This is an optimization exercise on Yosys and OpenROAD, whose aim is small area, not a production implementation. At most, simulation tests tie the RTL to the original design; equivalence was not proved. Power and IR drop assume default switching activity.

Design adb_device, start of the top module:
module adb_device (
    input  wire        clk,
    input  wire        rst_n,           
    input  wire        adb_in,          
    output wire        adb_drive_low,   
    input  wire        key_valid,       
    input  wire [7:0]  key_data,
    input  wire        mouse_valid,     
    input  wire [15:0] mouse_dx,
    input  wire [15:0] mouse_dy,
    input  wire        mouse_button,
    output reg  [7:0]  ctr_poll,
    output reg  [7:0]  ctr_talk_resp,
    output reg  [7:0]  ctr_bus_err,
    output reg  [7:0]  ctr_key_drop,
    output reg  [3:0]  last_bus_error
);
==> flow/config.mk <==
export PLATFORM = sky130hd
export DESIGN_NAME = adb_device
export DESIGN_NICKNAME = adb_device
export VERILOG_FILES = /design/flow/design.v
export SDC_FILE = /design/flow/constraint.sdc
export NUM_CORES = 4
export LEC_CHECK = 0
export CAP_MARGIN = 20
export CORE_MARGIN = 2
export CORE_UTILIZATION = 60
export SLEW_MARGIN = 20
==> flow/constraint.sdc <==
create_clock -name core_clock -period 20.0 [get_ports {clk}]
set_input_delay 4.0000 -clock core_clock [delete_from_list [all_inputs] [get_ports {clk}]]
set_output_delay 4.0000 -clock core_clock [all_outputs]
set_load 0.01 [all_outputs]
standard.sh (not shown) runs the stock make flow with config.mk's settings and CLKGATE_MAP_FILE= SYNTH_SCRIPT=/design/flow/synth_recipe.tcl, a recipe that flattens the netlist after the stock synthesis.
==> flow/flow/run.sh <==
#!/bin/bash
# The standard layout (standard.sh), with two changes to what it inserts:
#  - ports are buffered with the smallest buffer (buf_1);
#  - the clock tree uses clkbuf_4 cells and no dummy loads.
# Each run's full output goes to a log file in this folder.
set -e
export BUFFER_PORTS_ARGS="-buffer_cell sky130_fd_sc_hd__buf_1"
export CTS_ARGS="-sink_clustering_enable -repair_clock_nets -dont_use_dummy_load -buf_list sky130_fd_sc_hd__clkbuf_4"
bash standard.sh > standard.log 2>&1
The first run completed without violations.
==> next run, changes <==
==> flow/run.sh (new file) <==
#!/bin/bash
# synth_recipe.tcl (not shown) runs the flow's synth.tcl, then flattens the netlist and writes it again
# the make line also repeats each setting of config.mk as NAME=value (left out here)
make -C /OpenROAD-flow-scripts/flow DESIGN_CONFIG=/design/flow/config.mk WORK_HOME=/design/flow/orfs CLKGATE_MAP_FILE= SYNTH_SCRIPT=/design/flow/synth_recipe.tcl finish
Settings changed: CTS_BUF_LIST set to sky130_fd_sc_hd__clkbuf_2 sky130_fd_sc_hd__clkbuf_4, CTS_CLUSTER_SIZE set to 20.
removed: flow/flow/run.sh
removed: flow/standard.sh
Result:
- total power went up by 14%
- non-clock buffer count rises by 2
- worst setup slack is worse by 0.34 ns
- routed wire length rose by 1.2%
- final area went up by 5.4%
- combinational power increases by about 4%
- count of clock-buffer cells in the layout goes up by 65
- cell count goes up by 4.3%
- die area is unchanged
- sequential cell count does not change
==> next run, changes <==
Settings changed: CORE_UTILIZATION 60 to 40, CTS_BUF_LIST sky130_fd_sc_hd__clkbuf_2 sky130_fd_sc_hd__clkbuf_4 to sky130_fd_sc_hd__clkbuf_4, CTS_CLUSTER_SIZE 20 to unset.
Clock skew is lower by 0.024 ns.
Register-to-register slack gets worse by 0.11 ns.
Clock-buffer cell count is higher by 12.
Global-route usage is lower by 9.2 points.
Setup slack gets better by 0.041 ns.
Core utilization is lower by 22 points.
Design area is higher by 1.6%.
Critical path depth is unchanged.
Routed wire length is higher by 6.1%.
Total power is higher by 2.0%.
Worst hold slack gets better by 0.015 ns.
No run of this note included a check of the RTL's function; only the layout flow was run.


## build 45
adb_device, a different RTL version from the one above (not shown whole).
Size: ~1900 cells after synthesis, roughly 480 flip-flops, ~83 I/O pins.
Settings: LEC_CHECK=0, CAP_MARGIN=20, CORE_MARGIN=2, CORE_UTILIZATION=70, SLEW_MARGIN=20; clock period 20.0 ns.
==> flow/flow/run.sh <==
#!/bin/bash
# The standard layout (standard.sh) with these changes:
#  - synthesis: synth_recipe.tcl unchanged, except that ABC maps the logic
#    with an area-oriented script (flow/abc_area.script: AIG rewriting by
#    deepsyn for 60 s, then area-only standard-cell mapping) in place of the
#    speed script; registers are mapped before ABC and are not touched;
#  - ports are buffered with the smallest buffer (buf_1);
#  - the clock tree uses clkbuf_4 cells driving clusters of at most 8
#    flip-flops, and no dummy loads.
# The flow's full output goes to standard.log in this folder.
set -e
here=$PWD
{
  head -n 1 synth_recipe.tcl
  cat <<EOF
proc abc {args} {
  set i [lsearch \$args -script]
  if {\$i >= 0} { lset args [expr {\$i + 1}] $here/flow/abc_area.script }
  yosys abc {*}\$args
}
EOF
  tail -n +2 synth_recipe.tcl
} > synth_area.tcl
export BUFFER_PORTS_ARGS="-buffer_cell sky130_fd_sc_hd__buf_1"
export CTS_ARGS="-sink_clustering_enable -repair_clock_nets -dont_use_dummy_load -buf_list sky130_fd_sc_hd__clkbuf_4 -sink_clustering_size 8 -sink_clustering_max_diameter 50 -sink_buffer_max_cap_derate 1.0"
bash standard.sh SYNTH_SCRIPT=$here/synth_area.tcl finish > standard.log 2>&1
==> flow/flow/abc_area.script <==
strash
&get -n
&deepsyn -T 60
&put
dch -f
amap -F 4 -A 8
topo
dnsize -c
The following lists how build 89 was set up differently from build 45:
==> flow/flow/run.sh <==
#!/bin/bash
# The standard layout (standard.sh) with these changes:
#  - synthesis: synth_recipe.tcl unchanged, except that ABC maps the logic
#    with an area-oriented script (flow/abc_area.script) in place of the
#    speed script; registers are mapped before ABC and are not touched;
#  - ports are buffered with the smallest buffer (buf_1);
#  - the clock tree uses clkbuf_8 cells driving clusters of at most 12
#    flip-flops, and no dummy loads.
# The flow's full output goes to standard.log in this folder.
set -e
here=$PWD
{
  head -n 1 synth_recipe.tcl
  cat <<EOF
proc abc {args} {
  set i [lsearch \$args -script]
  if {\$i >= 0} { lset args [expr {\$i + 1}] $here/flow/abc_area.script }
  yosys abc {*}\$args
}
EOF
  tail -n +2 synth_recipe.tcl
} > synth_area.tcl
export BUFFER_PORTS_ARGS="-buffer_cell sky130_fd_sc_hd__buf_1"
export CTS_ARGS="-sink_clustering_enable -repair_clock_nets -dont_use_dummy_load -buf_list sky130_fd_sc_hd__clkbuf_8 -sink_clustering_size 12 -sink_clustering_max_diameter 50 -sink_buffer_max_cap_derate 1.0"
bash standard.sh SYNTH_SCRIPT=$here/synth_area.tcl finish > standard.log 2>&1
==> flow/flow/abc_area.script <==
strash
dch -f
amap -F 4 -A 8
topo
dnsize -c
diff --git a/flow/config.mk b/flow/config.mk
--- a/flow/config.mk
+++ b/flow/config.mk
@@ -9,3 +9,3 @@
 export CORE_MARGIN = 2
-export CORE_UTILIZATION = 70
+export CORE_UTILIZATION = 60
 export SLEW_MARGIN = 20
Findings:
The total buffers and inverters traversed by the critical path number comes out higher for build 89 vs build 45.
From build 45 to build 89 the numbers moved as follows: worst setup slack down 350 ps; design area increased about 3.4%; fraction of the mapped netlist area in compound gates grew by 1.6 points; combinational fraction of design power fell 0.5 points; number of global-route vias before repair fell 412.
Maximum frequency deteriorates in build 89 relative to build 45.
Clock buffer instance count of the final layout: build 89 and build 45 compared, higher one is build 45
From build 45 to build 89 the numbers moved as follows: fraction of area in registers lower, wire length of the first global-routing pass higher, internal power of the cells higher.
> inputs changed (build 89 -> build 66)
==> flow/flow/run.sh <==
#!/bin/bash
# The standard layout (standard.sh) with these changes:
#  - synthesis: synth_recipe.tcl unchanged, except that ABC maps the logic
#    with an area-oriented script (flow/abc_area.script: AIG rewriting by
#    deepsyn for 60 s, then area-only standard-cell mapping) in place of the
#    speed script; registers are mapped before ABC and are not touched;
#  - ports are buffered with the smallest buffer (buf_1);
#  - the clock tree uses clkbuf_4 cells driving clusters of at most 10
#    flip-flops, and no dummy loads.
# The flow's full output goes to standard.log in this folder.
set -e
here=$PWD
{
  head -n 1 synth_recipe.tcl
  cat <<EOF
proc abc {args} {
  set i [lsearch \$args -script]
  if {\$i >= 0} { lset args [expr {\$i + 1}] $here/flow/abc_area.script }
  yosys abc {*}\$args
}
EOF
  tail -n +2 synth_recipe.tcl
} > synth_area.tcl
export BUFFER_PORTS_ARGS="-buffer_cell sky130_fd_sc_hd__buf_1"
export CTS_ARGS="-sink_clustering_enable -repair_clock_nets -dont_use_dummy_load -buf_list sky130_fd_sc_hd__clkbuf_4 -sink_clustering_size 10 -sink_clustering_max_diameter 40 -sink_buffer_max_cap_derate 0.7"
bash standard.sh SYNTH_SCRIPT=$here/synth_area.tcl finish > standard.log 2>&1
==> flow/flow/abc_area.script <==
strash
&get -n
&deepsyn -T 60
&put
dch -f
amap -F 4 -A 8
topo
dnsize -c
### Flow results
| detailed placer's ending HPWL | build 66 vs build 89 | about 5% lower |
Internal cell power was lower in the run labelled build 66.
Build 66 — pin count of the biggest net entering global routing 11% lower, build 89 as reference
In build 66, adder-cell share of the synthesized area is higher than in build 89.
Diff build 89 -> build 66: sequential power barely changed, number of sequential cells in the layout held steady, iteration-0 DRC count of the detailed router has increased, net switching power of the design did not really move.
Summary — combinational power, build 66 relative to build 89: higher, by about 1%.
The run showing the smaller relative contribution of combinational cells to total power is build 89.
[inputs] build 27 vs build 66
==> flow/flow/run.sh <==
#!/bin/bash
# The standard layout (standard.sh), with two changes to what it inserts:
#  - ports are buffered with the smallest buffer (buf_1);
#  - the clock tree uses clkbuf_4 cells and no dummy loads.
# Each run's full output goes to a log file in this folder.
set -e
export BUFFER_PORTS_ARGS="-buffer_cell sky130_fd_sc_hd__buf_1"
export CTS_ARGS="-sink_clustering_enable -repair_clock_nets -dont_use_dummy_load -buf_list sky130_fd_sc_hd__clkbuf_4"
bash standard.sh > standard.log 2>&1
removed: flow/flow/abc_area.script
Findings:
- Build 66 tops out at a lower clock frequency than build 27.
- The synthesized-area fraction occupied by adder cells reported for build 27 is smaller than that of build 66 by 1.4 points.
- Build 66 ended up with sky130_fd_sc_hd__nor2_1 as its cell type of the slowest stage on the worst timing path; build 27 ended up with sky130_fd_sc_hd__or4_1.
- Summary of build 27 over build 66: violation count after the first detailed-route iteration shrank by about 30%, deepest level of the CTS H-tree higher.
Input changes introduced in build 42 (baseline for comparison: build 27):
==> flow/flow/run.sh <==
#!/bin/bash
# The standard layout (standard.sh) with these changes:
#  - synthesis: synth_recipe.tcl unchanged, except that ABC maps the logic
#    with an area-oriented script (flow/abc_area.script: AIG rewriting by
#    deepsyn for 60 s, then area-only standard-cell mapping) in place of the
#    speed script; registers are mapped before ABC and are not touched;
#  - ports are buffered with the smallest buffer (buf_1);
#  - the clock tree uses clkbuf_4 cells driving clusters of at most 10
#    flip-flops, and no dummy loads.
# The flow's full output goes to standard.log in this folder.
set -e
here=$PWD
{
  head -n 1 synth_recipe.tcl
  cat <<EOF
proc abc {args} {
  set i [lsearch \$args -script]
  if {\$i >= 0} { lset args [expr {\$i + 1}] $here/flow/abc_area.script }
  yosys abc {*}\$args
}
EOF
  tail -n +2 synth_recipe.tcl
} > synth_area.tcl
export BUFFER_PORTS_ARGS="-buffer_cell sky130_fd_sc_hd__buf_1"
export CTS_ARGS="-sink_clustering_enable -repair_clock_nets -dont_use_dummy_load -buf_list sky130_fd_sc_hd__clkbuf_4 -sink_clustering_size 10 -sink_clustering_max_diameter 40 -sink_buffer_max_cap_derate 0.7"
bash standard.sh SYNTH_SCRIPT=$here/synth_area.tcl finish > standard.log 2>&1
==> flow/flow/abc_area.script (new file) <==
strash
&get -n
&deepsyn -T 60
&put
dch -f
amap -F 4 -A 8
topo
dnsize -c
diff --git a/flow/config.mk b/flow/config.mk
--- a/flow/config.mk
+++ b/flow/config.mk
@@ -7,5 +7,5 @@
 export LEC_CHECK = 0
-export CAP_MARGIN = 20
+export CAP_MARGIN = 5
 export CORE_MARGIN = 2
 export CORE_UTILIZATION = 60
-export SLEW_MARGIN = 20
+export SLEW_MARGIN = 5
--- outcome ---
Build 42 | status: complete | timing, DRC, antenna: pass
Summary of build 42 over build 27: clock transition time at the flip-flop clock pins of the worst setup and hold paths +50 ps; area fraction in and, or, nand and nor cells after synthesis shrank by 5.5 points.
[compare] base=build 27 new=build 42: relative contribution of combinational cells to total power picked up an extra 0.6 points; total power per unit cell area climbed about 3.3%; global-route usage went up by 0.59 points; total iterations of the first detailed-routing run went up 1; die area -about 11%.
Against build 27, build 42 comes in about 6.6% lower on amount of wire on met2 after detailed routing.

==> separate check: timing with driven ports <==
The results above use ideal ports. As a check the final layouts listed here were re-extracted and re-timed, cells and wires unchanged.
Step 1 (the two cells are an assumption about what drives the block):
set clk [get_ports {clk}]
set_driving_cell -lib_cell sky130_fd_sc_hd__clkbuf_16 $clk
set_driving_cell -lib_cell sky130_fd_sc_hd__buf_2 [delete_from_list [all_inputs] $clk]
Step 2 adds t to the input delays and takes it off the output delays; t is the mean of the earliest and latest rising clock arrival at the registers after step 1. Input paths then give back, and output paths get back, about the clock's delay inside the block.
Slacks: no drivers / after step 1 / after step 2; pairs: no drivers / after step 1.
| run | t, ns | setup slack, ns | worst data-port slew with drivers (ns) | cell pins on the clock port's net |
|---|---|---|---|---|
| the first run of note 1 | 0.848 | 3.136 / 3.153 / 2.305 | 0.05 | 1 |
| the second run of note 1 | 0.894 | 2.792 / 2.817 / 1.923 | 0.05 | 1 |
| the third run of note 1 | 0.988 | 2.832 / 2.848 / 1.860 | 0.11 | 1 |
| build 45 | 0.736 | 2.731 / 2.745 / 2.009 | 0.05 | 1 |
| build 89 | 0.622 | 2.382 / 2.393 / 1.771 | 0.04 | 1 |
| build 66 | 0.776 | 2.683 / 2.695 / 1.919 | 0.04 | 1 |
| build 27 | 0.836 | 3.030 / 3.062 / 2.227 | 0.05 | 1 |
| build 42 | 0.776 | 2.682 / 2.694 / 1.918 | 0.04 | 1 |
After both steps setup and hold are still met in every run listed. The setup slack of the third run of note 1, which loses most, moves by +0.016 ns with the drivers and by -0.972 ns with both steps.
